Context: an optimization exercise on an open-source flow, tuned for small area, a short achievable clock period and few clock cycles per item. The choices shown serve that exercise and are no tape-out recipe.
Only simulation tests tie the RTL to the original design; equivalence was not proved.
No activity file was given, so power comes from the tool's default toggle rates.

==> flow/design.v <==
module pfc_pixel_encoder (
    input  wire        clk,
    input  wire        rst,         
    input  wire        in_valid,
    output wire        in_ready,
    input  wire [23:0] in_color,    
    input  wire [7:0]  in_bright,
    output wire        out_valid,
    input  wire        out_ready,
    output wire [7:0]  out_data,
    output wire        out_last     
);
    reg  [3:0]  fpos;       
    reg  [21:0] s_q;        
    reg  [1:0]  top_n;      
    reg  [7:0]  p_q;        
    reg  [7:0]  b_q;        
    reg  [1:0]  c_q;        
    reg  [1:0]  c11_q;      
    reg         cact;       
    reg         tk;         
    reg         ovalid;     
    reg         ovalid_o;   
    reg         last_q;     
    reg         irdy;       
    wire [1:0] lane = fpos[3:2];
    wire [1:0] step = fpos[1:0];
    wire f0  = (fpos == 4'd0);
    wire f10 = lane[1] & (step == 2'd2);
    wire f11 = lane[1] & (step == 2'd3);
    wire shift = ovalid ? out_ready : (~f0 | in_valid | tk);
    wire take  = irdy & in_valid;
    wire ld    = shift & in_valid & (f0 | (cact & ~f11));
    wire [7:0] c_lane = lane[1] ? in_color[7:0] : lane[0] ? in_color[15:8] : in_color[23:16];
    wire [1:0] c_sel  = c_lane[2 * step +: 2];
    wire       lane_start = (step == 2'd1);
    wire [1:0] cp   = f0 ? c11_q : c_q;
    wire [7:0] base = lane_start ? 8'd0 : p_q;
    wire [9:0] t    = {2'b00, base}
                    + (cp[0] ? {2'b00, b_q} : 10'd0)
                    + (cp[1] ? {1'b0, b_q, 1'b0} : 10'd0);
    wire [7:0] xl   = {s_q[1:0], s_q[3:2], s_q[5:4], s_q[7:6]};
    wire [8:0] cy;
    assign cy[0] = 1'b1;
    genvar i;
    generate
        for (i = 0; i < 8; i = i + 1) begin : g_conv
            assign cy[i+1] = (p_q[i] ^ xl[i]) ? cy[i] : p_q[i];
        end
    endgenerate
    wire [7:0] q = p_q + {7'd0, cy[8]};
    always @(posedge clk) begin
        if (rst) begin
            fpos   <= 4'd0;
            cact   <= 1'b0;
            tk     <= 1'b0;
            ovalid <= 1'b0;
            ovalid_o <= 1'b0;
            last_q <= 1'b1;
            irdy   <= 1'b0;
        end else begin
            if (shift) begin
                fpos   <= f11 ? 4'd0 : fpos + 4'd1;
                last_q <= f11;
                if (f0) begin
                    ovalid <= tk;
                    ovalid_o <= tk;
                    tk     <= 1'b0;
                end
            end
            if (ld & f0)
                cact <= 1'b1;
            if (ld & f10)
                irdy <= 1'b1;
            if (take) begin
                cact <= 1'b0;
                tk   <= 1'b1;
                irdy <= 1'b0;
            end
        end
    end
    always @(posedge clk) begin
        if (ld) begin
            c_q <= c_sel;
            b_q <= in_bright;
        end
        if (take)
            c11_q <= in_color[7:6];
        if (shift) begin
            p_q <= t[9:2];
            top_n <= ~s_q[21:20];
            if (lane_start)
                s_q <= {s_q[19:8], q, t[1:0]};
            else
                s_q <= {s_q[19:0], t[1:0]};
        end
    end
    assign in_ready  = irdy;
    assign out_valid = ovalid_o;
    assign out_last  = last_q;
    assign out_data  = {{3{top_n[0]}}, 2'b01, {3{top_n[1]}}};
endmodule
==> flow/config.mk <==
export PLATFORM = sky130hd
export DESIGN_NAME = pfc_pixel_encoder
export DESIGN_NICKNAME = pfc_pixel_encoder
export VERILOG_FILES = /design/flow/design.v
export SDC_FILE = /design/flow/constraint.sdc
export NUM_CORES = 4
export LEC_CHECK = 0
export CAP_MARGIN = 0
export CORE_MARGIN = 2
export CORE_UTILIZATION = 40
export SLEW_MARGIN = 0
==> flow/constraint.sdc <==
create_clock -name core_clock -period 15.0 [get_ports {clk}]
set_input_delay 3.0000 -clock core_clock [delete_from_list [all_inputs] [get_ports {clk}]]
set_output_delay 3.0000 -clock core_clock [all_outputs]
set_load 0.01 [all_outputs]
standard.sh (not shown) runs the stock make flow with config.mk's settings and CLKGATE_MAP_FILE= SYNTH_SCRIPT=/design/flow/synth_recipe.tcl, a recipe that flattens the netlist after the stock synthesis.
==> flow/flow/run.sh <==
#!/bin/bash
export BUFFER_PORTS_ARGS="-buffer_cell sky130_fd_sc_hd__buf_1"
export SETUP_SLACK_MARGIN=10.9
export CTS_ARGS="-repair_clock_nets -dont_use_dummy_load"
bash standard.sh > standard.log 2>&1
The first run passed the timing, design-rule and antenna checks.
Testbench counts at the start, summed over its fixed seeds: cycles 24,688, items 2,048.
Then changed:
Settings changed: CAP_MARGIN 0 to 20, SLEW_MARGIN 0 to 20.
Outcome: The new run completed with no timing, DRC or antenna violations; final cell count stays the same; total power is unchanged; hold slack stays the same; sequential power hardly moves; routed wire length does not change; global-route usage stays the same; worst setup slack is unchanged; sequential share of layout area is unchanged; maximum frequency stays the same.
Then changed:
Settings changed: PLACE_DENSITY set to 0.5.
=> The new run completed with no timing, DRC or antenna violations; die area is unchanged; power goes down by 1.1%; combinational power goes down by about 3%.

[re-timing with driven ports]
In the flow no input, the clock included, has a driving cell. The finished layouts below were timed again as built, in two steps. Step 1, drivers: a clkbuf_16 drives clk and a buf_2 each remaining input, both assumed. Step 2 adds t to the input delays and takes it off the output delays; t is the mean of the earliest and latest rising clock arrival at the registers after step 1. Input paths then give back, and output paths get back, about the clock's delay inside the block. Three values: no drivers, after step 1, after step 2; two values: the first two.
run	shift t [ns]	setup WS [ns]	hold WS [ns]	worst setup path after step 2	clock arrival spread, ns
the first run	0.319	11.081 / 11.063 / 10.768	0.432 / 0.432 / 0.432	input to register	0.026 / 0.026
the second run	0.319	11.081 / 11.063 / 10.768	0.432 / 0.432 / 0.432	input to register	0.026 / 0.026
the third run	0.317	11.063 / 11.067 / 10.750	0.417 / 0.417 / 0.417	input to register	0.013 / 0.013
After both steps setup and hold are still met in every run listed.
